Background: an optimization exercise with open tools, aiming at small area, a short achievable clock period and few clock cycles. Do not read the settings as production practice. At most, simulation tests tie the RTL to the original design; equivalence was not proved. For runs 2 to 4, only the layout was checked, not whether the RTL still works.

$ cat flow/config.mk
export PLATFORM = sky130hd
export DESIGN_NAME = mx_frame_tx
export DESIGN_NICKNAME = mx_frame_tx
export VERILOG_FILES = /design/flow/design.v
export SDC_FILE = /design/flow/constraint.sdc
export NUM_CORES = 4
export LEC_CHECK = 0
export CAP_MARGIN = 20
export CORE_MARGIN = 2
export CORE_UTILIZATION = 60
export CTS_BUF_LIST = sky130_fd_sc_hd__clkbuf_8
export CTS_CLUSTER_SIZE = 40
export SETUP_SLACK_MARGIN = 5
export SLEW_MARGIN = 20
$ cat flow/constraint.sdc
create_clock -name core_clock -period 10.0 [get_ports {clk}]
set_input_delay 2.0000 -clock core_clock [delete_from_list [all_inputs] [get_ports {clk}]]
set_output_delay 2.0000 -clock core_clock [all_outputs]
set_load 0.01 [all_outputs]
$ cat flow/design.v
`timescale 1ns/1ps
module mx_frame_tx (
    input  wire       clk,
    input  wire       rst,
    input  wire       cmd_valid,
    output wire       cmd_ready,
    input  wire [7:0] cmd_len,
    input  wire       in_valid,
    output wire       in_ready,
    input  wire [7:0] in_data,
    output reg        w_valid,
    input  wire       w_ready,
    output reg  [7:0] w_data,
    output reg        w_last,
    output reg        rej
);
    localparam integer M    = 5;
    localparam integer MAXF = 160;
    localparam [7:0] SENT_END   = 8'h00;
    localparam [7:0] SENT_BEGIN = 8'h01;
    localparam [7:0] SENT_ENC   = 8'hFE;
    localparam [31:0] FNV_OFFSET = 32'h811C9DC5;
    function [7:0] b64_sym;
        input [5:0] v;
        begin
            case (v)
            6'd0: b64_sym = 8'h41;
            6'd1: b64_sym = 8'h42;
            6'd2: b64_sym = 8'h43;
            6'd3: b64_sym = 8'h44;
            6'd4: b64_sym = 8'h45;
            6'd5: b64_sym = 8'h46;
            6'd6: b64_sym = 8'h47;
            6'd7: b64_sym = 8'h48;
            6'd8: b64_sym = 8'h49;
            6'd9: b64_sym = 8'h4A;
            6'd10: b64_sym = 8'h4B;
            6'd11: b64_sym = 8'h4C;
            6'd12: b64_sym = 8'h4D;
            6'd13: b64_sym = 8'h4E;
            6'd14: b64_sym = 8'h4F;
            6'd15: b64_sym = 8'h50;
            6'd16: b64_sym = 8'h51;
            6'd17: b64_sym = 8'h52;
            6'd18: b64_sym = 8'h53;
            6'd19: b64_sym = 8'h54;
            6'd20: b64_sym = 8'h55;
            6'd21: b64_sym = 8'h56;
            6'd22: b64_sym = 8'h57;
            6'd23: b64_sym = 8'h58;
            6'd24: b64_sym = 8'h59;
            6'd25: b64_sym = 8'h5A;
            6'd26: b64_sym = 8'h61;
            6'd27: b64_sym = 8'h62;
            6'd28: b64_sym = 8'h63;
            6'd29: b64_sym = 8'h64;
            6'd30: b64_sym = 8'h65;
            6'd31: b64_sym = 8'h66;
            6'd32: b64_sym = 8'h67;
            6'd33: b64_sym = 8'h68;
            6'd34: b64_sym = 8'h69;
            6'd35: b64_sym = 8'h6A;
            6'd36: b64_sym = 8'h6B;
            6'd37: b64_sym = 8'h6C;
            6'd38: b64_sym = 8'h6D;
            6'd39: b64_sym = 8'h6E;
            6'd40: b64_sym = 8'h6F;
            6'd41: b64_sym = 8'h70;
            6'd42: b64_sym = 8'h71;
            6'd43: b64_sym = 8'h72;
            6'd44: b64_sym = 8'h73;
            6'd45: b64_sym = 8'h74;
            6'd46: b64_sym = 8'h75;
            6'd47: b64_sym = 8'h76;
            6'd48: b64_sym = 8'h77;
            6'd49: b64_sym = 8'h78;
            6'd50: b64_sym = 8'h79;
            6'd51: b64_sym = 8'h7A;
            6'd52: b64_sym = 8'h30;
            6'd53: b64_sym = 8'h31;
            6'd54: b64_sym = 8'h32;
            6'd55: b64_sym = 8'h33;
            6'd56: b64_sym = 8'h34;
            6'd57: b64_sym = 8'h35;
            6'd58: b64_sym = 8'h36;
            6'd59: b64_sym = 8'h37;
            6'd60: b64_sym = 8'h38;
            6'd61: b64_sym = 8'h39;
            6'd62: b64_sym = 8'h2B;
            6'd63: b64_sym = 8'h2F;
            default: b64_sym = 8'h2F;
            endcase
        end
    endfunction
    function is_sent;
        input [7:0] b;
        begin
            is_sent = (b == SENT_END) || (b == SENT_BEGIN) || (b == SENT_ENC);
        end
    endfunction
    reg  [7:0]  rem;      
    reg         lfirst;   
    reg         pend;     
    reg         lact;     
    reg  [2:0]  lplen;    
    reg  [2:0]  lidx;     
    reg  [7:0]  lhdr;     
    reg  [7:0]  q [0:M-1];
    reg  [M-1:0] qt;      
    wire lfull = lact && (lidx == lplen);
    wire take;            
    wire lstart = pend && (!lact || take);
    assign cmd_ready = !pend && !(lact && !lfull);
    assign in_ready  = lact && (lidx != lplen) && !qt[M-1];
    wire       rem_le5 = (rem <= 8'd5);
    wire [2:0] rem_p   = rem_le5 ? rem[2:0] : 3'd5;
    wire       wr      = in_valid && in_ready;
    always @(posedge clk) begin
        if (rst) begin
            rem   <= 8'd0;
            lfirst <= 1'b1;
            pend  <= 1'b0;
            lact  <= 1'b0;
            lplen <= 3'd0;
            lidx  <= 3'd0;
            rej   <= 1'b0;
        end else begin
            rej <= 1'b0;
            if (cmd_valid && cmd_ready) begin
                if (cmd_len > MAXF) begin
                    rej <= 1'b1;
                end else begin
                    rem  <= cmd_len;
                    pend <= 1'b1;
                end
            end
            if (lstart) begin
                lact  <= 1'b1;
                lplen <= rem_p;
                lidx  <= 3'd0;
                rem   <= rem - {5'd0, rem_p};
                lfirst <= rem_le5;
                pend  <= !rem_le5;
            end else begin
                if (take)
                    lact <= 1'b0;
                if (wr)
                    lidx <= lidx + 3'd1;
            end
        end
    end
    always @(posedge clk) begin
        if (lstart)
            lhdr <= {rem_le5, lfirst, 1'b0, lfirst ? 5'd0 : lhdr[4:0] + 5'd1};
        else if (wr && is_sent(in_data))
            lhdr[5] <= 1'b1;
    end
    reg         eact;     
    reg         ebin;     
    reg         efe;      
    reg  [3:0]  cnt;      
    reg  [7:0]  sbr;      
    reg  [31:0] hf;       
    reg  [1:0]  ph;       
    reg  [5:0]  lo;       
    reg         eq;       
    wire step    = eact && (!w_valid || w_ready);
    wire consume = step && (ebin ? (!efe && ph != 2'd3 && cnt != 4'd0) : 1'b1);
    wire hashing = (cnt >= 4'd4);                  
    wire pop     = consume && (cnt >= 4'd5);       
    wire t_end = (cnt == 4'd1);
    wire b_end = (ph == 2'd3) && (cnt == 4'd0);
    wire c_end = step && (ebin ? (!efe && b_end) : t_end);
    assign take = lfull && (!eact || c_end);
    wire [31:0] fy = hf;
    wire [31:0] hash_n;
    wire hs1;
    wire hc2;
    assign hs1 = fy[8] ^ fy[7];
    assign hc2 = fy[8] & fy[7];
    wire fs3;
    wire fc4;
    assign fs3 = fy[9] ^ fy[8] ^ fy[5];
    assign fc4 = (fy[9] & fy[8]) | (fy[9] & fy[5]) | (fy[8] & fy[5]);
    wire fs5;
    wire fc6;
    assign fs5 = fy[10] ^ fy[9] ^ fy[6];
    assign fc6 = (fy[10] & fy[9]) | (fy[10] & fy[6]) | (fy[9] & fy[6]);
    wire fs7;
    wire fc8;
    assign fs7 = fy[11] ^ fy[10] ^ fy[7];
    assign fc8 = (fy[11] & fy[10]) | (fy[11] & fy[7]) | (fy[10] & fy[7]);
    wire fs9;
    wire fc10;
    assign fs9 = fy[12] ^ fy[11] ^ fy[8];
    assign fc10 = (fy[12] & fy[11]) | (fy[12] & fy[8]) | (fy[11] & fy[8]);
    wire fs11;
    wire fc12;
    assign fs11 = fy[13] ^ fy[12] ^ fy[9];
    assign fc12 = (fy[13] & fy[12]) | (fy[13] & fy[9]) | (fy[12] & fy[9]);
    wire fs13;
    wire fc14;
    assign fs13 = fy[14] ^ fy[13] ^ fy[10];
    assign fc14 = (fy[14] & fy[13]) | (fy[14] & fy[10]) | (fy[13] & fy[10]);
    wire fs15;
    wire fc16;
    assign fs15 = fy[15] ^ fy[14] ^ fy[11];
    assign fc16 = (fy[15] & fy[14]) | (fy[15] & fy[11]) | (fy[14] & fy[11]);
    wire fs17;
    wire fc18;
    assign fs17 = fy[16] ^ fy[15] ^ fy[12];
    assign fc18 = (fy[16] & fy[15]) | (fy[16] & fy[12]) | (fy[15] & fy[12]);
    wire fs19;
    wire fc20;
    assign fs19 = fy[17] ^ fy[16] ^ fy[13];
    assign fc20 = (fy[17] & fy[16]) | (fy[17] & fy[13]) | (fy[16] & fy[13]);
    wire fs21;
    wire fc22;
    assign fs21 = fy[18] ^ fy[17] ^ fy[14];
    assign fc22 = (fy[18] & fy[17]) | (fy[18] & fy[14]) | (fy[17] & fy[14]);
    wire fs23;
    wire fc24;
    assign fs23 = fy[19] ^ fy[18] ^ fy[15];
    assign fc24 = (fy[19] & fy[18]) | (fy[19] & fy[15]) | (fy[18] & fy[15]);
    wire fs25;
    wire fc26;
    assign fs25 = fy[20] ^ fy[19] ^ fy[16];
    assign fc26 = (fy[20] & fy[19]) | (fy[20] & fy[16]) | (fy[19] & fy[16]);
    wire fs27;
    wire fc28;
    assign fs27 = fy[21] ^ fy[20] ^ fy[17];
    assign fc28 = (fy[21] & fy[20]) | (fy[21] & fy[17]) | (fy[20] & fy[17]);
    wire fs29;
    wire fc30;
    assign fs29 = fy[22] ^ fy[21] ^ fy[18];
    assign fc30 = (fy[22] & fy[21]) | (fy[22] & fy[18]) | (fy[21] & fy[18]);
    wire fs31;
    wire fc32;
    assign fs31 = fy[23] ^ fy[22] ^ fy[19];
    assign fc32 = (fy[23] & fy[22]) | (fy[23] & fy[19]) | (fy[22] & fy[19]);
    wire fs33;
    wire fc34;
    assign fs33 = fy[24] ^ fy[23] ^ fy[20];
    assign fc34 = (fy[24] & fy[23]) | (fy[24] & fy[20]) | (fy[23] & fy[20]);
    wire hs35;
    wire hc36;
    assign hs35 = fy[17] ^ fy[16];
    assign hc36 = fy[17] & fy[16];
    wire fs37;
    wire fc38;
    assign fs37 = fy[25] ^ fy[24] ^ fy[21];
    assign fc38 = (fy[25] & fy[24]) | (fy[25] & fy[21]) | (fy[24] & fy[21]);
    wire fs39;
    wire fc40;
    assign fs39 = fy[18] ^ fy[17] ^ fy[1];
    assign fc40 = (fy[18] & fy[17]) | (fy[18] & fy[1]) | (fy[17] & fy[1]);
    wire fs41;
    wire fc42;
    assign fs41 = fy[26] ^ fy[25] ^ fy[22];
    assign fc42 = (fy[26] & fy[25]) | (fy[26] & fy[22]) | (fy[25] & fy[22]);
    wire fs43;
    wire fc44;
    assign fs43 = fy[19] ^ fy[18] ^ fy[2];
    assign fc44 = (fy[19] & fy[18]) | (fy[19] & fy[2]) | (fy[18] & fy[2]);
    wire fs45;
    wire fc46;
    assign fs45 = fy[27] ^ fy[26] ^ fy[23];
    assign fc46 = (fy[27] & fy[26]) | (fy[27] & fy[23]) | (fy[26] & fy[23]);
    wire fs47;
    wire fc48;
    assign fs47 = fy[20] ^ fy[19] ^ fy[3];
    assign fc48 = (fy[20] & fy[19]) | (fy[20] & fy[3]) | (fy[19] & fy[3]);
    wire fs49;
    wire fc50;
    assign fs49 = fy[28] ^ fy[27] ^ fy[24];
    assign fc50 = (fy[28] & fy[27]) | (fy[28] & fy[24]) | (fy[27] & fy[24]);
    wire fs51;
    wire fc52;
    assign fs51 = fy[21] ^ fy[20] ^ fy[4];
    assign fc52 = (fy[21] & fy[20]) | (fy[21] & fy[4]) | (fy[20] & fy[4]);
    wire fs53;
    wire fc54;
    assign fs53 = fy[29] ^ fy[28] ^ fy[25];
    assign fc54 = (fy[29] & fy[28]) | (fy[29] & fy[25]) | (fy[28] & fy[25]);
    wire fs55;
    wire fc56;
    assign fs55 = fy[22] ^ fy[21] ^ fy[5];
    assign fc56 = (fy[22] & fy[21]) | (fy[22] & fy[5]) | (fy[21] & fy[5]);
    wire fs57;
    wire fc58;
    assign fs57 = fy[30] ^ fy[29] ^ fy[26];
    assign fc58 = (fy[30] & fy[29]) | (fy[30] & fy[26]) | (fy[29] & fy[26]);
    wire fs59;
    wire fc60;
    assign fs59 = fy[23] ^ fy[22] ^ fy[6];
    assign fc60 = (fy[23] & fy[22]) | (fy[23] & fy[6]) | (fy[22] & fy[6]);
    wire fs61;
    wire fc62;
    assign fs61 = fy[31] ^ fy[30] ^ fy[27];
    assign fc62 = (fy[31] & fy[30]) | (fy[31] & fy[27]) | (fy[30] & fy[27]);
    wire fs63;
    wire fc64;
    assign fs63 = fy[24] ^ fy[23] ^ fy[7];
    assign fc64 = (fy[24] & fy[23]) | (fy[24] & fy[7]) | (fy[23] & fy[7]);
    wire hs65;
    wire hc66;
    assign hs65 = fy[7] ^ fy[6];
    assign hc66 = fy[7] & fy[6];
    wire fs67;
    wire fc68;
    assign fs67 = hs1 ^ fy[4] ^ fy[1];
    assign fc68 = (hs1 & fy[4]) | (hs1 & fy[1]) | (fy[4] & fy[1]);
    wire fs69;
    wire fc70;
    assign fs69 = fs3 ^ fy[2] ^ fy[1];
    assign fc70 = (fs3 & fy[2]) | (fs3 & fy[1]) | (fy[2] & fy[1]);
    wire fs71;
    wire fc72;
    assign fs71 = fs5 ^ fy[3] ^ fy[2];
    assign fc72 = (fs5 & fy[3]) | (fs5 & fy[2]) | (fy[3] & fy[2]);
    wire fs73;
    wire fc74;
    assign fs73 = fs7 ^ fy[4] ^ fy[3];
    assign fc74 = (fs7 & fy[4]) | (fs7 & fy[3]) | (fy[4] & fy[3]);
    wire fs75;
    wire fc76;
    assign fs75 = fs9 ^ fy[5] ^ fy[4];
    assign fc76 = (fs9 & fy[5]) | (fs9 & fy[4]) | (fy[5] & fy[4]);
    wire fs77;
    wire fc78;
    assign fs77 = fs11 ^ fy[6] ^ fy[5];
    assign fc78 = (fs11 & fy[6]) | (fs11 & fy[5]) | (fy[6] & fy[5]);
    wire fs79;
    wire fc80;
    assign fs79 = fs13 ^ fy[7] ^ fy[6];
    assign fc80 = (fs13 & fy[7]) | (fs13 & fy[6]) | (fy[7] & fy[6]);
    wire fs81;
    wire fc82;
    assign fs81 = fs15 ^ fy[8] ^ fy[7];
    assign fc82 = (fs15 & fy[8]) | (fs15 & fy[7]) | (fy[8] & fy[7]);
    wire fs83;
    wire fc84;
    assign fs83 = fs17 ^ fy[9] ^ fy[8];
    assign fc84 = (fs17 & fy[9]) | (fs17 & fy[8]) | (fy[9] & fy[8]);
    wire fs85;
    wire fc86;
    assign fs85 = fs19 ^ fy[10] ^ fy[9];
    assign fc86 = (fs19 & fy[10]) | (fs19 & fy[9]) | (fy[10] & fy[9]);
    wire fs87;
    wire fc88;
    assign fs87 = fs21 ^ fy[11] ^ fy[10];
    assign fc88 = (fs21 & fy[11]) | (fs21 & fy[10]) | (fy[11] & fy[10]);
    wire fs89;
    wire fc90;
    assign fs89 = fs23 ^ fy[12] ^ fy[11];
    assign fc90 = (fs23 & fy[12]) | (fs23 & fy[11]) | (fy[12] & fy[11]);
    wire fs91;
    wire fc92;
    assign fs91 = fs25 ^ fy[13] ^ fy[12];
    assign fc92 = (fs25 & fy[13]) | (fs25 & fy[12]) | (fy[13] & fy[12]);
    wire fs93;
    wire fc94;
    assign fs93 = fs27 ^ fy[14] ^ fy[13];
    assign fc94 = (fs27 & fy[14]) | (fs27 & fy[13]) | (fy[14] & fy[13]);
    wire fs95;
    wire fc96;
    assign fs95 = fs29 ^ fy[15] ^ fy[14];
    assign fc96 = (fs29 & fy[15]) | (fs29 & fy[14]) | (fy[15] & fy[14]);
    wire fs97;
    wire fc98;
    assign fs97 = fs31 ^ fy[16] ^ fy[15];
    assign fc98 = (fs31 & fy[16]) | (fs31 & fy[15]) | (fy[16] & fy[15]);
    wire fs99;
    wire fc100;
    assign fs99 = fs33 ^ hs35 ^ fy[0];
    assign fc100 = (fs33 & hs35) | (fs33 & fy[0]) | (hs35 & fy[0]);
    wire fs101;
    wire fc102;
    assign fs101 = fs37 ^ fs39 ^ fc34;
    assign fc102 = (fs37 & fs39) | (fs37 & fc34) | (fs39 & fc34);
    wire fs103;
    wire fc104;
    assign fs103 = fs41 ^ fs43 ^ fc38;
    assign fc104 = (fs41 & fs43) | (fs41 & fc38) | (fs43 & fc38);
    wire fs105;
    wire fc106;
    assign fs105 = fs45 ^ fs47 ^ fc42;
    assign fc106 = (fs45 & fs47) | (fs45 & fc42) | (fs47 & fc42);
    wire fs107;
    wire fc108;
    assign fs107 = fs49 ^ fs51 ^ fc46;
    assign fc108 = (fs49 & fs51) | (fs49 & fc46) | (fs51 & fc46);
    wire fs109;
    wire fc110;
    assign fs109 = fs53 ^ fs55 ^ fc50;
    assign fc110 = (fs53 & fs55) | (fs53 & fc50) | (fs55 & fc50);
    wire fs111;
    wire fc112;
    assign fs111 = fs57 ^ fs59 ^ fc54;
    assign fc112 = (fs57 & fs59) | (fs57 & fc54) | (fs59 & fc54);
    wire fs113;
    wire fc114;
    assign fs113 = fs61 ^ fs63 ^ fc58;
    assign fc114 = (fs61 & fs63) | (fs61 & fc58) | (fs63 & fc58);
    wire hs115;
    wire hc116;
    assign hs115 = fy[4] ^ fy[3];
    assign hc116 = fy[4] & fy[3];
    wire fs117;
    wire fc118;
    assign fs117 = fy[5] ^ fy[4] ^ fy[1];
    assign fc118 = (fy[5] & fy[4]) | (fy[5] & fy[1]) | (fy[4] & fy[1]);
    wire fs119;
    wire fc120;
    assign fs119 = fy[6] ^ fy[5] ^ fy[2];
    assign fc120 = (fy[6] & fy[5]) | (fy[6] & fy[2]) | (fy[5] & fy[2]);
    wire fs121;
    wire fc122;
    assign fs121 = hs65 ^ fy[3] ^ fy[0];
    assign fc122 = (hs65 & fy[3]) | (hs65 & fy[0]) | (fy[3] & fy[0]);
    wire fs123;
    wire fc124;
    assign fs123 = fs67 ^ fy[0] ^ hc66;
    assign fc124 = (fs67 & fy[0]) | (fs67 & hc66) | (fy[0] & hc66);
    wire fs125;
    wire fc126;
    assign fs125 = fs69 ^ hc2 ^ fc68;
    assign fc126 = (fs69 & hc2) | (fs69 & fc68) | (hc2 & fc68);
    wire fs127;
    wire fc128;
    assign fs127 = fs71 ^ fc4 ^ fc70;
    assign fc128 = (fs71 & fc4) | (fs71 & fc70) | (fc4 & fc70);
    wire fs129;
    wire fc130;
    assign fs129 = fs73 ^ fc6 ^ fc72;
    assign fc130 = (fs73 & fc6) | (fs73 & fc72) | (fc6 & fc72);
    wire fs131;
    wire fc132;
    assign fs131 = fs75 ^ fc8 ^ fc74;
    assign fc132 = (fs75 & fc8) | (fs75 & fc74) | (fc8 & fc74);
    wire fs133;
    wire fc134;
    assign fs133 = fs77 ^ fc10 ^ fc76;
    assign fc134 = (fs77 & fc10) | (fs77 & fc76) | (fc10 & fc76);
    wire fs135;
    wire fc136;
    assign fs135 = fs79 ^ fc12 ^ fc78;
    assign fc136 = (fs79 & fc12) | (fs79 & fc78) | (fc12 & fc78);
    wire fs137;
    wire fc138;
    assign fs137 = fs81 ^ fc14 ^ fc80;
    assign fc138 = (fs81 & fc14) | (fs81 & fc80) | (fc14 & fc80);
    wire fs139;
    wire fc140;
    assign fs139 = fs83 ^ fc16 ^ fc82;
    assign fc140 = (fs83 & fc16) | (fs83 & fc82) | (fc16 & fc82);
    wire fs141;
    wire fc142;
    assign fs141 = fs85 ^ fc18 ^ fc84;
    assign fc142 = (fs85 & fc18) | (fs85 & fc84) | (fc18 & fc84);
    wire fs143;
    wire fc144;
    assign fs143 = fs87 ^ fc20 ^ fc86;
    assign fc144 = (fs87 & fc20) | (fs87 & fc86) | (fc20 & fc86);
    wire fs145;
    wire fc146;
    assign fs145 = fs89 ^ fc22 ^ fc88;
    assign fc146 = (fs89 & fc22) | (fs89 & fc88) | (fc22 & fc88);
    wire fs147;
    wire fc148;
    assign fs147 = fs91 ^ fc24 ^ fc90;
    assign fc148 = (fs91 & fc24) | (fs91 & fc90) | (fc24 & fc90);
    wire fs149;
    wire fc150;
    assign fs149 = fs93 ^ fc26 ^ fc92;
    assign fc150 = (fs93 & fc26) | (fs93 & fc92) | (fc26 & fc92);
    wire fs151;
    wire fc152;
    assign fs151 = fs95 ^ fc28 ^ fc94;
    assign fc152 = (fs95 & fc28) | (fs95 & fc94) | (fc28 & fc94);
    wire fs153;
    wire fc154;
    assign fs153 = fs97 ^ fc30 ^ fc96;
    assign fc154 = (fs97 & fc30) | (fs97 & fc96) | (fc30 & fc96);
    wire fs155;
    wire fc156;
    assign fs155 = fs99 ^ fc32 ^ fc98;
    assign fc156 = (fs99 & fc32) | (fs99 & fc98) | (fc32 & fc98);
    wire fs157;
    wire fc158;
    assign fs157 = fs101 ^ hc36 ^ fc100;
    assign fc158 = (fs101 & hc36) | (fs101 & fc100) | (hc36 & fc100);
    wire fs159;
    wire fc160;
    assign fs159 = fs103 ^ fc40 ^ fc102;
    assign fc160 = (fs103 & fc40) | (fs103 & fc102) | (fc40 & fc102);
    wire fs161;
    wire fc162;
    assign fs161 = fs105 ^ fc44 ^ fc104;
    assign fc162 = (fs105 & fc44) | (fs105 & fc104) | (fc44 & fc104);
    wire fs163;
    wire fc164;
    assign fs163 = fs107 ^ fc48 ^ fc106;
    assign fc164 = (fs107 & fc48) | (fs107 & fc106) | (fc48 & fc106);
    wire fs165;
    wire fc166;
    assign fs165 = fs109 ^ fc52 ^ fc108;
    assign fc166 = (fs109 & fc52) | (fs109 & fc108) | (fc52 & fc108);
    wire fs167;
    wire fc168;
    assign fs167 = fs111 ^ fc56 ^ fc110;
    assign fc168 = (fs111 & fc56) | (fs111 & fc110) | (fc56 & fc110);
    wire fs169;
    wire fc170;
    assign fs169 = fs113 ^ fc60 ^ fc112;
    assign fc170 = (fs113 & fc60) | (fs113 & fc112) | (fc60 & fc112);
    wire [31:0] ra = {fs169, fs167, fs165, fs163, fs161, fs159, fs157, fs155, fs153, fs151, fs149, fs147, fs145, fs143, fs141, fs139, fs137, fs135, fs133, fs131, fs129, fs127, fs125, fs123, fs121, fs119, fs117, hs115, fy[3], fy[2], fy[1], fy[0]};
    wire [31:0] rb = {fc168, fc166, fc164, fc162, fc160, fc158, fc156, fc154, fc152, fc150, fc148, fc146, fc144, fc142, fc140, fc138, fc136, fc134, fc132, fc130, fc128, fc126, fc124, fc122, fc120, fc118, hc116, fy[0], fy[2], fy[1], fy[0], 1'b0};
    assign hash_n = ra + rb;
    wire        hupd   = consume && hashing;
    wire [31:0] hf_oth = ({32{take}} & (FNV_OFFSET ^ {24'd0, lhdr})) | ({32{!take}} & hf);
    wire [31:0] hf_d   = hupd ? (hash_n ^ {24'd0, q[0]}) : hf_oth;
    reg  [5:0] sv;
    reg  [5:0] lo_n;
    always @(*) begin
        case (ph)
        2'd0:    begin sv = sbr[7:2];            lo_n = {sbr[1:0], 4'd0}; end
        2'd1:    begin sv = {lo[5:4], sbr[7:4]}; lo_n = {sbr[3:0], 2'd0}; end
        2'd2:    begin sv = {lo[5:2], sbr[7:6]}; lo_n = sbr[5:0];         end
        default: begin sv = lo;                  lo_n = lo;               end
        endcase
    end
    always @(posedge clk) begin
        if (rst) begin
            eact    <= 1'b0;
            ebin    <= 1'b0;
            efe     <= 1'b0;
            cnt     <= 4'd0;
            ph      <= 2'd0;
            eq      <= 1'b0;
            w_valid <= 1'b0;
        end else begin
            if (step)
                w_valid <= 1'b1;
            else if (w_ready)
                w_valid <= 1'b0;
            if (consume)
                cnt <= cnt - 4'd1;
            if (step && ebin) begin
                if (efe) begin
                    efe <= 1'b0;
                end else begin
                    ph <= ph + 2'd1;
                    if (cnt == 4'd0 && (ph == 2'd1 || ph == 2'd2))
                        eq <= 1'b1;
                end
            end
            if (take) begin
                eact <= 1'b1;
                ebin <= lhdr[5];
                efe  <= lhdr[5];
                cnt  <= {1'b0, lplen} + 4'd4;
                ph   <= 2'd0;
                eq   <= 1'b0;
            end else if (c_end) begin
                eact <= 1'b0;
            end
        end
    end
    always @(posedge clk) begin
        hf <= hf_d;
        if (take)
            sbr <= lhdr;
        else if (consume) begin
            case (cnt)
            4'd4:    sbr <= hash_n[7:0];
            4'd3:    sbr <= hf[15:8];
            4'd2:    sbr <= hf[23:16] ^ hf[31:24];
            4'd1:    sbr <= 8'd0;
            default: sbr <= q[0];
            endcase
        end
        if (step && ebin && !efe)
            lo <= lo_n;
        if (step) begin
            if (!ebin) begin
                w_data <= sbr;
                w_last <= t_end;
            end else if (efe) begin
                w_data <= SENT_ENC;
                w_last <= 1'b0;
            end else begin
                w_data <= eq ? 8'h3D : b64_sym(sv);
                w_last <= b_end;
            end
        end
    end
    integer k;
    always @(posedge clk) begin
        for (k = 0; k < M; k = k + 1) begin
            if (pop) begin
                if (wr && qt[k] && (k == M - 1 || !qt[k + 1]))
                    q[k] <= in_data;
                else if (k < M - 1)
                    q[k] <= q[k + 1];
            end else if (wr && !qt[k] && (k == 0 || qt[k - 1])) begin
                q[k] <= in_data;
            end
        end
    end
    always @(posedge clk) begin
        if (rst)
            qt <= {M{1'b0}};
        else if (wr && !pop)
            qt <= {qt[M-2:0], 1'b1};
        else if (pop && !wr)
            qt <= {1'b0, qt[M-1:1]};
    end
endmodule
$ cat flow/flow/run.sh
#!/bin/bash
bash standard.sh SETUP_SLACK_MARGIN=6 SETUP_MOVE_SEQUENCE=unbuffer,sizeup,swap \
  "BUFFER_PORTS_ARGS=-buffer_cell sky130_fd_sc_hd__buf_2" \
  "CTS_ARGS=-sink_clustering_enable -repair_clock_nets -sink_clustering_size 40 -buf_list sky130_fd_sc_hd__clkbuf_8 -dont_use_dummy_load" \
  finish > standard.log 2>&1
$ cat flow/standard.sh
#!/bin/bash
# synth_recipe.tcl (not shown) runs the flow's synth.tcl, then flattens the netlist and writes it again
# the make line also repeats each setting of config.mk as NAME=value (left out here)
make -C /OpenROAD-flow-scripts/flow DESIGN_CONFIG=/design/flow/config.mk WORK_HOME=/design/flow/orfs CLKGATE_MAP_FILE= SYNTH_SCRIPT=/design/flow/synth_recipe.tcl "${@:-finish}"
==> impl_results.md, run 1 <==
* Outcome: timing/DRC/antenna clean
* Share of cells above drive strength 1 at 0.172
* Post-DP HPWL at 17200 um
* Final Hold Violating Endpoints at 0
* Worst Path Arrival at roughly 4500 ps
* Cells after Synth at slightly above 1000
* Worst reg2reg endpoint: hf[19]
* Width of the die at between 100 and 150 um
* Place WS at approximately 5000 ps
* Filler cell count at around 1300
* Cell Area, Synth at about 10000 um^2
* CP Class: reg -> reg
* Clk buf depth at 2
* Crit end category: flip-flop
* Vias in the first global route at about 7300
* Drt wl/cell at around 18 um
* WL final at 22300 um
* Final WS setup at about 5800 ps
* Max Cap Violations at 0
* Synth Warn # at 4
* Clock transition at path regs at approximately 70 ps
* Gr ovfl total at 0
* Hold wc startpoint: rem[6]
* Mapped Nets at about 1200
* Least-Margin Pin Slew at between 800 and 900 ps
* Most frequent cells after synthesis: inv_1, edfxtp_1, fa_1
* Io pins at 34
* #FFs+latches synth at 137
* Post-route antenna net violation count at 0
* Max transition margin at 0.430
* Synthesized area per cell at 9.88 um^2
* Synth Flop Type: edfxtp_1
* Area grow syn2layout at 9.56%
* Count leader, synth: inv_1
* HP Class: reg -> reg
* FF-to-FF setup slack at 5830 ps
* Final period util at 0.417
* R2R cell count at 12
* Final max-slew violation count at 0
* Post-synth ARST share at 0
* Hold_ws at 477 ps
* Drt drc at 0
* Sink Count at 137
* Final Non-Filler Cells at 1256
* Root Driver: clkbuf_8
* Placed Cells at 1239
* Critical path fanouts, max at 5
* Top cell type's share of synthesized area at 0.233
* Startpoint types: flip-flop
* IO buf count at 33
* Die height at between 100 and 150 um
* Core footprint at around 16000 um^2
* Post-Route Setup TNS at 0 ps
* Diode count at 0
* Die Area at 17800 um^2
* Post-synth EDFFs at approximately 80
* Worst Path Required at 10310 ps
* Hold path endpoint: rem[6]
* Hold path depth at 2
* TritonCTS clock tree: built
* Fin nets at ~1200
* Synth area leaders: edfxtp_1, fa_1, dfxtp_1, ha_1, inv_1
* GRT Total Usage at 0.269
* Initial DRT Pass Iterations at 6
* Starting Density at 0.611
* Synth cell types at 64
* Core Rows at 47
* Period minus WS final at 4170 ps
* Initial antenna violation count at 0
* First-pass GRT wire length at about 37000 um
* RSZ-0062 raised after global routing: true
* Register area share after synthesis at 0.350
* Worst Skew at approximately 17 ps
* GP Congestion at between 0.8 and 0.9
* Synth area leader: edfxtp_1
* CTS Buf Count at 17
* Clock Latency Late Sink at between 400 and 500 ps
* Finish-stage setup viols at 0
* Vias at between 7000 and 8000
* H-tree depth at 4
* Vias per cell at just under 6
* Fmax at between 200 and 250 MHz
* Initial DRC Count at roughly 640
* Largest net degree at the start of global routing at 35
-- logic make-up after synthesis --
logic type	share of synthesized area
simple gates	0.121
compound gates	0.147
buf+inv	0.0605
flops	0.350
fa+ha+maj	0.219
xor+xnor	0.0540
mux	0.0483
-- layout by cell type (no fill, tap or decap), types with 25 or more instances in the layout --
master    Yosys  final
a21oi_1      74     64
buf_2         9     33
dfxtp_1      59     45
edfxtp_1     78     78
fa_1         78     77
ha_1         51     40
inv_1       120    107
mux2_2       36     36
nand2_1      70     70
nor2_1       71     68
nor3_1       25     25
o21ai_0      49     42
xnor2_1      40     37
-- state kept, by name (all words and copies together) (netlist names), 2 cells and up, named ones only --
register,cells
lhdr,8
w_data,8
ph,2
cnt,4
lidx,3
rem,8
q,40
hf,24
lo,6
lplen,3
sbr,8
qt,5
-- final cells by class --
cell class,count,area [um^2],area share
Multi-Input combinational cell,723,6280,0.570
Tap cell,220,275,0.0250
Inverter,123,474,0.0430
Timing Repair Buffer,36,188,0.0170
Sequential cell,137,3560,0.323
Clock buffer,17,234,0.0212
-- per-stage QoR --
step | area, um^2 | utilization
4_1_cts | 10900 | 0.659
3_3_place_gp | 10400 | 0.630
5_1_grt | 11000 | 0.669
3_5_place_dp | 10400 | 0.630
2_1_floorplan | 10100 | -
6_report | 11000 | 0.669
-- routing by layer --
metal / vias to the layer above / wire, um / global-route usage / share of wire
li1: 3560 / - / - / -
met1: 3573 / 10300 / 0.386 / 0.46
met2: 200 / 10400 / 0.418 / 0.46
met3: 32 / 1370 / 0.0647 / 0.061
met4: 0 / 274 / 0.0632 / 0.012
met5: - / 0 / 0 / 0
-- worst max-delay path by stage --
stage	endpoint	slack [ps]	depth (start not counted)	startpoint
3_3_place_gp	hf[24]	5180	10	w_ready
4_1_cts	hf[26]	5840	15	flip-flop
5_1_grt	hf[26]	5650	15	flip-flop
2_1_floorplan	hf[25]	6000	18	hf[14]
6_report	hf[19]	5830	12	flip-flop
3_5_place_dp	hf[24]	5070	10	w_ready
-- critical path: stages (launching register included) --
cell,delay [ps]
edfxtp_1,580
fa_1,620
fa_1,440
fa_1,590
ha_4,230
a21oi_1,190
o21ai_1,200
a21o_1,200
a311o_1,340
a21o_1,200
a21oi_2,140
xor2_1,200
a22oi_1,100
-- repair_timing --
item	CTS	global route
pin swaps	27	14
resized for setup	67	40
buffers inserted	0	0
endpoints found under the setup margin	28	20
hold buffers	0	0
endpoints found under the hold margin	0	0
Testbench counts, summed over its fixed seeds: cycles 23,720.
==> run 2: changes to the inputs <==
--- a/flow/design.v
+++ b/flow/design.v
@@ -164,3 +164,3 @@
     reg  [1:0]  ph;       
-    reg  [5:0]  lo;       
+    reg  [7:0]  pb;       
     reg         eq;       
@@ -523,9 +523,8 @@
     reg  [5:0] sv;
-    reg  [5:0] lo_n;
     always @(*) begin
         case (ph)
-        2'd0:    begin sv = sbr[7:2];            lo_n = {sbr[1:0], 4'd0}; end
-        2'd1:    begin sv = {lo[5:4], sbr[7:4]}; lo_n = {sbr[3:0], 2'd0}; end
-        2'd2:    begin sv = {lo[5:2], sbr[7:6]}; lo_n = sbr[5:0];         end
-        default: begin sv = lo;                  lo_n = lo;               end
+        2'd0:    sv = sbr[7:2];
+        2'd1:    sv = {pb[1:0], sbr[7:4]};
+        2'd2:    sv = {pb[3:0], sbr[7:6]};
+        default: sv = pb[5:0];
         endcase
@@ -582,4 +581,4 @@
         end
-        if (step && ebin && !efe)
-            lo <= lo_n;
+        if (consume)
+            pb <= sbr;
         if (step) begin
--- a/flow/flow/run.sh
+++ b/flow/flow/run.sh
@@ -1,3 +1,3 @@
 #!/bin/bash
-bash standard.sh SETUP_SLACK_MARGIN=6 SETUP_MOVE_SEQUENCE=unbuffer,sizeup,swap \
+bash standard.sh SETUP_SLACK_MARGIN=6 \
   "BUFFER_PORTS_ARGS=-buffer_cell sky130_fd_sc_hd__buf_2" \
==> run 2 against run 1 <==
Critical endpoint is now hf[27]. Critical path depth is 3 higher. Worst hold slack worse by 25 ps. Via count is 2.2% higher. Still clean on timing, DRC and antenna.
==> impl_results.md, run 2 <==
* Core Rows at 47
* Startpoint types: flip-flop
* Design Area, Final at approximately 11000 um^2
* Least-Margin Pin Slew at around 730 ps
* Vias at between 7000 and 8000
* Drt drc at 0
* IO buf count at 33
* Die height at around 130 um
* Worst Path Required at 10310 ps
* Commonest cells after routing, fill and taps aside: inv_1, fa_1, edfxtp_1, nand2_1, nor2_1
* Post-route antenna net violation count at 0
* Core footprint at between 15000 and 20000 um^2
* RSZ-0062 raised after global routing: true
* Largest regs: q (40), hf (24)
* Initial antenna violation count at 0
* Outcome: timing/DRC/antenna clean
* Width of the die at approximately 130 um
* Share of cells above drive strength 1 at 0.202
* Register area share after synthesis at 0.352
* WL final at 23900 um
* CP Class: reg -> reg
* Post-Route Setup TNS at 0 ps
* Top cell type's share of synthesized area at 0.234
* Most flop-heavy register: q
* Critical path fanouts, max at 3
* Gr ovfl total at 0
* Final Hold Violating Endpoints at 0
* Starting Density at 0.609
* Post-DP HPWL at 17700 um
* Max Cap Violations at 0
* First-pass GRT wire length at between 30000 and 40000 um
* Cell Area, Synth at 10000 um^2
* Worst Path Arrival at around 4500 ps
* Initial DRT Pass Iterations at 5
* Finish-stage setup viols at 0
* Hold path depth at 0
* Vias in the first global route at roughly 7400
* CTS Buf Count at 17
* Cell Area, Placed at around 10000 um^2
* GRT Total Usage at 0.278
* Max transition margin at 0.510
* Sink Count at 137
* Synth Flop Type: edfxtp_1
* Clock transition at path regs at around 60 ps
* Synth cell types at 76
* Crit end category: flip-flop
* #FFs+latches synth at ~140
* Synth area leader: edfxtp_1
* Area grow syn2layout at 13.6%
* R2R cell count at 15
* Fmax at 239 MHz
* Root Driver: clkbuf_8
* H-tree depth at 4
* Initial DRC Count at 584
* Fin nets at between 1000 and 1500
* GP Congestion at 0.865
* Largest net degree at the start of global routing at 38
* Commonest non-fill, non-tap cell in the layout: inv_1
* Diode count at 0
* Vias per cell at 5.84
* Synth Warn # at 4
* Post-synth EDFFs at approximately 80
* Synth area leaders: edfxtp_1, fa_1, dfxtp_1, ha_1, inv_1
* Clock Latency Late Sink at roughly 460 ps
* Post-synth ARST share at 0
* HP Class: reg -> reg
* Worst Skew at around 24 ps
* Final max-slew violation count at 0
* Final period util at 0.419
* Clk buf depth at 2
* Period minus WS final at around 4200 ps
* Post-CTS Hold Buffers at 0
* TritonCTS clock tree: built
* Mapped Nets at around 1200
* Largest register FFs at 40
* Cells after Synth at approximately 1000
* Die Area at 17700 um^2
* Most frequent cells after synthesis: inv_1, edfxtp_1, fa_1
* Synthesized area per cell at 10.0 um^2
* Drt wl/cell at between 15 and 20 um
* Io pins at 34
* Count leader, synth: inv_1
-- run 2: worst max-delay path, stage by stage (launching register included) --
cell	delay (ps)
edfxtp_1	440
fa_1	540
inv_2	40
fa_1	470
inv_1	50
fa_1	470
ha_4	320
nand3_4	60
a211o_1	320
or3_4	350
buf_4	150
a31oi_4	190
a41oi_4	190
o21ai_2	230
xnor2_2	150
o22ai_1	80
-- run 2: cell type report --
| class | instances | area, um^2 |
|---|---|---|
| multi-input cells | 710 | 6310 |
| fillers | 1310 | 5080 |
| flip-flops and latches | 137 | 3560 |
| repair buffers | 78 | 526 |
| inverters | 127 | 482 |
| well taps | 220 | 275 |
| clock buffers | 17 | 234 |
-- run 2: through the flow --
stage | util | std cells | hold slack [ps] | setup WS (ps)
6_report | 0.692 | 1289 | 452 | 5810
4_1_cts | 0.668 | 1268 | 451 | 5830
2_1_floorplan | - | 1001 | 426 | 6000
3_5_place_dp | 0.632 | 1232 | 443 | 5200
5_1_grt | 0.692 | 1289 | 449 | 5700
3_3_place_gp | 0.632 | 1232 | 436 | 5260
-- run 2: path summary, 6_finish.rpt --
| kind | start | to | slack (ps) |
|---|---|---|---|
| worst max-delay path | flip-flop | hf[27] | 5810 |
| worst min-delay path | sbr[0] | pb[0] | 450 |
| worst max register to register | flip-flop | hf[27] | 5810 |
| worst min register to register | sbr[0] | pb[0] | 450 |
-- run 2: logic make-up after synthesis --
family,Yosys count,synth area share
simple gates,243,0.116
compound gates,234,0.154
buf+inv,154,0.0586
flops,137,0.352
fa+ha+maj,129,0.220
xor+xnor,62,0.0542
mux,42,0.0462
-- run 2: metal layers --
metal  part of all wire  GRT usage  vias up
met5                  0          0        -
met4              0.019     0.0892        0
met3              0.055     0.0609       38
met2               0.48      0.444      218
met1               0.45      0.381     3637
li1                   -          -     3637
-- run 2: what timing repair did --
item,CTS,global route
resized for setup,53,54
setup buffers,19,21
pin swaps,15,29
endpoints found under the setup margin,47,70
==> run 3: changes to the inputs <==
--- a/flow/design.v
+++ b/flow/design.v
@@ -164,5 +164,8 @@
     reg  [1:0]  ph;       
-    reg  [7:0]  pb;       
+    reg  [5:0]  lo;       
     reg         eq;       
-    wire step    = eact && (!w_valid || w_ready);
+    reg         s_valid;
+    reg  [7:0]  s_data;
+    reg         s_last;
+    wire step    = eact && !s_valid;
     wire consume = step && (ebin ? (!efe && ph != 2'd3 && cnt != 4'd0) : 1'b1);
@@ -519,2 +522,16 @@
     assign hash_n = ra + rb;
+    reg  [7:0] o_data;
+    reg        o_last;
+    always @(*) begin
+        if (!ebin) begin
+            o_data = sbr;
+            o_last = t_end;
+        end else if (efe) begin
+            o_data = SENT_ENC;
+            o_last = 1'b0;
+        end else begin
+            o_data = eq ? 8'h3D : b64_sym(sv);
+            o_last = b_end;
+        end
+    end
     wire        hupd   = consume && hashing;
@@ -523,8 +540,9 @@
     reg  [5:0] sv;
+    reg  [5:0] lo_n;
     always @(*) begin
         case (ph)
-        2'd0:    sv = sbr[7:2];
-        2'd1:    sv = {pb[1:0], sbr[7:4]};
-        2'd2:    sv = {pb[3:0], sbr[7:6]};
-        default: sv = pb[5:0];
+        2'd0:    begin sv = sbr[7:2];            lo_n = {sbr[1:0], 4'd0}; end
+        2'd1:    begin sv = {lo[5:4], sbr[7:4]}; lo_n = {sbr[3:0], 2'd0}; end
+        2'd2:    begin sv = {lo[5:2], sbr[7:6]}; lo_n = sbr[5:0];         end
+        default: begin sv = lo;                  lo_n = lo;               end
         endcase
@@ -540,7 +558,10 @@
             w_valid <= 1'b0;
+            s_valid <= 1'b0;
         end else begin
-            if (step)
-                w_valid <= 1'b1;
-            else if (w_ready)
-                w_valid <= 1'b0;
+            if (!w_valid || w_ready) begin
+                w_valid <= s_valid || step;
+                s_valid <= 1'b0;
+            end else if (step) begin
+                s_valid <= 1'b1;
+            end
             if (consume)
@@ -581,15 +602,10 @@
         end
-        if (consume)
-            pb <= sbr;
-        if (step) begin
-            if (!ebin) begin
-                w_data <= sbr;
-                w_last <= t_end;
-            end else if (efe) begin
-                w_data <= SENT_ENC;
-                w_last <= 1'b0;
-            end else begin
-                w_data <= eq ? 8'h3D : b64_sym(sv);
-                w_last <= b_end;
-            end
+        if (step && ebin && !efe)
+            lo <= lo_n;
+        if (!w_valid || w_ready) begin
+            w_data <= s_valid ? s_data : o_data;
+            w_last <= s_valid ? s_last : o_last;
+        end else if (step) begin
+            s_data <= o_data;
+            s_last <= o_last;
         end
==> run 3 against run 2 <==
Sequential share of layout area is 1.7 points higher. Final cell count is 1.7% higher. Clock skew is 4.5 ps higher. Flip-flop and latch count is 10 higher. Critical path depth stayed put. Area after synthesis is 5.5% higher. First-iteration DRC count is 8.2% higher. Worst setup slack better by 130 ps. Worst hold slack better by 27 ps.
==> impl_results.md, run 3 <==
* First-pass GRT wire length at slightly below 40000 um
* Drt drc at 0
* Core Rows at 48
* H-tree depth at 4
* Root Driver: clkbuf_8
* Cell Area, Synth at 10600 um^2
* Filler cell count at between 1000 and 1500
* Commonest non-fill, non-tap cell in the layout: inv_1
* Max transition margin at 0.409
* WL final at 24900 um
* Final Hold Violating Endpoints at 0
* Max stage delay cell, worst path: fa_1
* Worst Path Arrival at 4370 ps
* Vias in the first global route at 7736
* Clock transition at path regs at 80 ps
* Most frequent cells after synthesis: inv_1, edfxtp_1, fa_1
* Mapped Nets at 1187
* Most flop-heavy register: q
* Share of cells above drive strength 1 at 0.171
* Starting Density at 0.614
* CTS Buf Count at 17
* Synth cell types at 81
* HP Class: reg -> reg
* Top cell type's share of synthesized area at 0.247
* Period minus WS final at about 4000 ps
* Hold_ws at 479 ps
* Post-DP HPWL at between 15000 and 20000 um
* Die Area at roughly 19000 um^2
* Fmax at ~250 MHz
* Diode count at 0
* Synth Warn # at 4
* Initial DRC Count at approximately 630
* #FFs+latches synth at approximately 150
* Area grow syn2layout at 10.9%
* Worst Skew at 28.4 ps
* Finish-stage setup viols at 0
* Commonest cells after routing, fill and taps aside: inv_1, edfxtp_1, fa_1, nand2_1, a21oi_1
* Synth area leaders: edfxtp_1, fa_1, dfxtp_1, ha_1, inv_1
* Worst Path Required at between 10000 and 15000 ps
* Critical path fanouts, max at 3
* Clk buf depth at 2
* Final period util at 0.406
* Max Cap Violations at 0
* Sequence of cells on the critical path: fa_1 -> inv_1 -> fa_1 -> inv_2 -> fa_1 -> ha_4 -> nand3_4 -> a211o_1 -> o21a_4 -> nor3b_4 -> nor4b_2 -> buf_4 -> o31ai_2 -> xnor2_1 -> a21oi_1
* Top cell by count, worst path: fa_1
* Post-Route Setup TNS at 0 ps
* Initial antenna violation count at 0
* Largest register FFs at 40
* Synth Flop Type: edfxtp_1
* GP Congestion at a little under 0.9
* Clock Latency Late Sink at 450 ps
* Synthesized area per cell at around 10 um^2
* IO buf count at 33
* Vias per cell at approximately 6
* Largest net degree at the start of global routing at 35
* Post-CTS Hold Buffers at 0
* CP Class: reg -> reg
* Gr ovfl total at 0
* Max stage delay on crit path at between 500 and 600 ps
* Post-route antenna net violation count at 0
* Width of the die at roughly 140 um
* Drt wl/cell at ~19 um
* Sink Count at 147
* Cells after Synth at roughly 1000
* RSZ-0062 raised after global routing: true
* Core footprint at around 17000 um^2
* Crit end category: flip-flop
* Register area share after synthesis at 0.361
* Io pins at 34
* Final max-slew violation count at 0
* Fin nets at approximately 1200
* Post-synth ARST share at 0
* Count leader, synth: inv_1
* Largest regs: q (40), hf (24)
* Startpoint types: flip-flop
* Synth area leader: edfxtp_1
* GRT Total Usage at 0.279
* Post-synth EDFFs at slightly below 90
* Outcome: timing/DRC/antenna clean
* Die height at ~140 um
* Initial DRT Pass Iterations at 6
* TritonCTS clock tree: built
* Least-Margin Pin Slew at around 890 ps
* Vias at between 7000 and 8000
[run 3: changes by cell type after synthesis, moves of 5 or more]
| cell | change |
|---|---|
| buf_2 | +5 |
| mux2_1 | +33 |
| nor2_1 | -9 |
| mux2_2 | -28 |
| xnor2_1 | -5 |
| o21ai_0 | -21 |
| edfxtp_1 | +9 |
| o31ai_1 | +6 |
| o21ai_1 | +13 |
| inv_1 | +12 |
| clkbuf_1 | -6 |
[run 3: worst paths after layout]
check	from	end	slack, ps	cells after the start
setup / recovery	flip-flop	hf[31]	5940	15
hold / removal	rem[7]	rem[7]	480	2
setup reg to reg	flip-flop	hf[31]	5940	15
hold reg to reg	rem[7]	rem[7]	480	2
[run 3: layer usage]
layer  part of all wire  global-route usage  up-vias
met5                  0                   0        -
met4              0.022              0.0891        0
met3              0.062              0.0548       33
met2               0.46               0.444      251
met1               0.45               0.385     3864
li1                   -                   -     3742
[run 3: what timing repair did]
item                       CTS  global route
resized for setup           55            43
setup buffers               12            13
pin swaps                   11            34
setup endpoints to repair   17            15
[run 3: kinds of logic after synthesis]
family	share of synthesized area
AO/OA/AOI/OAI	0.161
AND/OR/NAND/NOR	0.109
buffers and inverters	0.0627
flip-flops	0.361
adder cells (fa/ha/maj)	0.210
XOR/XNOR	0.0489
multiplexers	0.0467
[run 3: per-stage QoR]
step | setup WS, ps | instances | cell area, um^2 | util
final | 5940 | 1311 | 11700 | 0.680
after global routing | 5760 | 1311 | 11700 | 0.680
after CTS | 5980 | 1297 | 11400 | 0.662
after detailed placement | 5490 | 1268 | 10900 | 0.634
after global placement | 5590 | 1268 | 10900 | 0.634
after floorplan | 6030 | 1035 | 10600 | -
[run 3: final cells by class]
class / count / area [um^2] / share of cell area
inverters: 140 / 538 / 0.0459
well taps: 225 / 282 / 0.0240
clock buffers: 17 / 234 / 0.0200
flip-flops and latches: 147 / 3860 / 0.329
multi-input cells: 718 / 6410 / 0.547
repair buffers: 64 / 395 / 0.0337
[run 3: critical path, delay by kind of cell (launching register included)]
kind	cells	cell delay [ps]
fa+ha+maj	4	1820
compound gates	4	860
flops	1	450
simple gates	3	420
buf+inv	3	250
xor+xnor	1	140
==> run 4: changes to the inputs <==
--- a/flow/design.v
+++ b/flow/design.v
@@ -109,2 +109,10 @@
     reg  [M-1:0] qt;      
+    reg  [7:0]  qh;
+    integer j;
+    always @(*) begin
+        qh = 8'd0;
+        for (j = 0; j < M; j = j + 1)
+            if (qt[M-1-j] && (j == 0 || !qt[(j == 0) ? 0 : M-j]))
+                qh = qh | q[j];
+    end
     wire lfull = lact && (lidx == lplen);
@@ -166,6 +174,3 @@
     reg         eq;       
-    reg         s_valid;
-    reg  [7:0]  s_data;
-    reg         s_last;
-    wire step    = eact && !s_valid;
+    wire step    = eact && (!w_valid || w_ready);
     wire consume = step && (ebin ? (!efe && ph != 2'd3 && cnt != 4'd0) : 1'b1);
@@ -522,19 +527,5 @@
     assign hash_n = ra + rb;
-    reg  [7:0] o_data;
-    reg        o_last;
-    always @(*) begin
-        if (!ebin) begin
-            o_data = sbr;
-            o_last = t_end;
-        end else if (efe) begin
-            o_data = SENT_ENC;
-            o_last = 1'b0;
-        end else begin
-            o_data = eq ? 8'h3D : b64_sym(sv);
-            o_last = b_end;
-        end
-    end
     wire        hupd   = consume && hashing;
     wire [31:0] hf_oth = ({32{take}} & (FNV_OFFSET ^ {24'd0, lhdr})) | ({32{!take}} & hf);
-    wire [31:0] hf_d   = hupd ? (hash_n ^ {24'd0, q[0]}) : hf_oth;
+    wire [31:0] hf_d   = hupd ? (hash_n ^ {24'd0, qh}) : hf_oth;
     reg  [5:0] sv;
@@ -558,10 +549,7 @@
             w_valid <= 1'b0;
-            s_valid <= 1'b0;
         end else begin
-            if (!w_valid || w_ready) begin
-                w_valid <= s_valid || step;
-                s_valid <= 1'b0;
-            end else if (step) begin
-                s_valid <= 1'b1;
-            end
+            if (step)
+                w_valid <= 1'b1;
+            else if (w_ready)
+                w_valid <= 1'b0;
             if (consume)
@@ -599,3 +587,3 @@
             4'd1:    sbr <= 8'd0;
-            default: sbr <= q[0];
+            default: sbr <= qh;
             endcase
@@ -604,8 +592,13 @@
             lo <= lo_n;
-        if (!w_valid || w_ready) begin
-            w_data <= s_valid ? s_data : o_data;
-            w_last <= s_valid ? s_last : o_last;
-        end else if (step) begin
-            s_data <= o_data;
-            s_last <= o_last;
+        if (step) begin
+            if (!ebin) begin
+                w_data <= sbr;
+                w_last <= t_end;
+            end else if (efe) begin
+                w_data <= SENT_ENC;
+                w_last <= 1'b0;
+            end else begin
+                w_data <= eq ? 8'h3D : b64_sym(sv);
+                w_last <= b_end;
+            end
         end
@@ -614,11 +607,6 @@
     always @(posedge clk) begin
-        for (k = 0; k < M; k = k + 1) begin
-            if (pop) begin
-                if (wr && qt[k] && (k == M - 1 || !qt[k + 1]))
-                    q[k] <= in_data;
-                else if (k < M - 1)
-                    q[k] <= q[k + 1];
-            end else if (wr && !qt[k] && (k == 0 || qt[k - 1])) begin
-                q[k] <= in_data;
-            end
+        if (wr) begin
+            for (k = 0; k < M - 1; k = k + 1)
+                q[k] <= q[k + 1];
+            q[M-1] <= in_data;
         end
==> run 4 against run 3 <==
Design area is 2.5% lower. First-iteration DRC count is 0.63% lower. Still clean on timing, DRC and antenna. Non-clock buffer count is 25 higher.
==> impl_results.md, run 4 <==
* Hold wc startpoint: q[4][1]
* Worst reg2reg endpoint: hf[19]
* Final max-slew violation count at 0
* #FFs+latches synth at 137
* GRT Total Usage at 0.284
* Finish-stage setup viols at 0
* Synth Warn # at 2
* Post-synth ARST share at 0
* Cell Area, Synth at 9970 um^2
* Critical path fanouts, max at 4
* Area grow syn2layout at 14.6%
* Drt wl/cell at around 19 um
* Fmax at 242 MHz
* Final period util at 0.412
* Worst Skew at roughly 17 ps
* Worst Path Arrival at 4410 ps
* Largest regs: q (40), hf (24)
* Core Rows at 47
* Outcome: timing/DRC/antenna clean
* Register area share after synthesis at 0.354
* Commonest non-fill, non-tap cell in the layout: inv_1
* Max transition margin at 0.353
* Initial DRC Count at about 630
* Hold path depth at 0
* Startpoint types: flip-flop
* Fin nets at roughly 1200
* Post-DP HPWL at around 18000 um
* IO buf count at 33
* Drt drc at 0
* FF-to-FF setup slack at 5880 ps
* Initial DRT Pass Iterations at 9
* Worst Path Required at about 10000 ps
* Cells after Synth at between 1000 and 1500
* WL final at 24800 um
* CP Class: reg -> reg
* Synth area leader: edfxtp_1
* Root Driver: clkbuf_8
* Count leader, synth: inv_1
* Width of the die at around 130 um
* Synthesized area per cell at around 9.7 um^2
* Synth cell types at 66
* Vias at ~7800
* GP Congestion at slightly below 0.9
* Most flop-heavy register: q
* Gr ovfl total at 0
* Die Area at about 18000 um^2
* Mapped Nets at about 1200
* Clock Latency Late Sink at ~440 ps
* Period minus WS final at about 4100 ps
* TritonCTS clock tree: built
* First-pass GRT wire length at about 39000 um
* Clk buf depth at 2
* Clock transition at path regs at 70 ps
* Initial antenna violation count at 0
* RSZ-0062 raised after global routing: true
* Place WS at about 5500 ps
* Most frequent cells after synthesis: inv_1, nand2_1, a21oi_1
* Max Cap Violations at 0
* Die height at ~130 um
* Starting Density at 0.607
* Hold path endpoint: q[3][1]
* HP Class: reg -> reg
* Sink Count at 137
* Crit end category: flip-flop
* Io pins at 34
* Post-route antenna net violation count at 0
* Vias in the first global route at roughly 7400
* CTS Buf Count at 17
* Share of cells above drive strength 1 at 0.200
* H-tree depth at 4
* Largest net degree at the start of global routing at between 40 and 50
* Core footprint at between 15000 and 20000 um^2
* Final WS setup at between 5000 and 6000 ps
* Diode count at 0
* Utilization after layout at 0.696
* Largest register FFs at 40
* Vias per cell at 5.93
* Hold_ws at between 400 and 500 ps
* Top cell type's share of synthesized area at 0.235
* Least-Margin Pin Slew at 970 ps
* Post-synth EDFFs at about 80
* Commonest cells after routing, fill and taps aside: inv_1, nand2_1, edfxtp_1, fa_1, a21oi_1
* R2R cell count at 15
* Final Hold Violating Endpoints at 0
* Synth area leaders: edfxtp_1, fa_1, dfxtp_1, ha_1, inv_1
* Synth Flop Type: edfxtp_1
* Post-Route Setup TNS at 0 ps
run 4: logic make-up after synthesis:
| logic type | count (synthesis) | share of synthesized area |
|---|---|---|
| xor gates and xnor gates | 62 | 0.0545 |
| DFF | 137 | 0.354 |
| AOI/OAI and AO/OA | 267 | 0.175 |
| and+or+nand+nor | 258 | 0.121 |
| adders and majority gates | 129 | 0.221 |
| buffers and inverters | 164 | 0.0628 |
| muxes | 12 | 0.0126 |
run 4: final cells by class:
| class | instances | area, um^2 |
|---|---|---|
| multi-input cells | 728 | 6290 |
| fillers | 1234 | 4980 |
| flip-flops and latches | 137 | 3570 |
| repair buffers | 89 | 589 |
| inverters | 121 | 464 |
| well taps | 220 | 275 |
| clock buffers | 17 | 234 |
run 4: timing repair:
item | in CTS | in global routing
hold buffers | 0 | 0
pin swaps | 20 | 40
endpoints found under the setup margin | 19 | 25
setup buffers | 30 | 23
resized for setup | 67 | 65
run 4: how the worst max path moves through the flow:
| stage | endpoint | cells past startpoint |
|---|---|---|
| final | hf[19] | 15 |
| after global routing | hf[19] | 15 |
| after CTS | hf[29] | 14 |
| after detailed placement | hf[29] | 13 |
| after global placement | hf[24] | 10 |
| after floorplan | hf[29] | 15 |
run 4: per-stage QoR:
stage | cell area [um^2] | cells
detailed placement | 10300 | 1242
global route | 11400 | 1312
global placement | 10300 | 1242
CTS | 11000 | 1289
finish | 11400 | 1312
floorplan | 9980 | 1029
run 4: critical path, stage by stage, from the launching register on:
cell	delay, ps
edfxtp_1	510
buf_6	170
ha_4	250
inv_2	30
fa_1	510
fa_1	540
inv_2	50
ha_4	250
a211o_1	300
a21oi_4	210
o211ai_1	210
a21oi_2	210
o21ai_1	90
a31oi_1	210
xor2_1	320
a22oi_1	110
run 4: per-layer routing:
metal  vias to the layer above  track usage  part of all wire
met5                         -            0                 0
met4                         0       0.0812             0.019
met3                        40       0.0594             0.073
met2                       285        0.436              0.47
met1                      3734        0.411              0.44
li1                       3725            -                 -

[what the ideal ports hide]
The results above use ideal ports. As a check the final layouts listed here were re-extracted and re-timed, cells and wires unchanged.
Step 1: set_driving_cell puts a clkbuf_16 on clk and a buf_2 on each other input, an assumption about the parent block.
Step 2 adds t to the input delays and takes it off the output delays; t is the mean of the earliest and latest rising clock arrival at the registers after step 1. Input paths then give back, and output paths get back, about the clock's delay inside the block.
Slacks: no drivers / after step 1 / after step 2; pairs: no drivers / after step 1.
run	t (ns)	slack for setup (ns)	pins driven straight from the clock port
run 1	0.481	5.829 / 5.829 / 5.588	1
run 2	0.480	5.812 / 5.812 / 5.757	1
run 3	0.475	5.942 / 5.942 / 5.942	1
run 4	0.472	5.876 / 5.876 / 5.783	1
After both steps setup and hold are still met in every run listed. For run 1, which loses most, drivers alone change the setup slack by 0.000 ns; drivers and shift together by -0.241 ns.
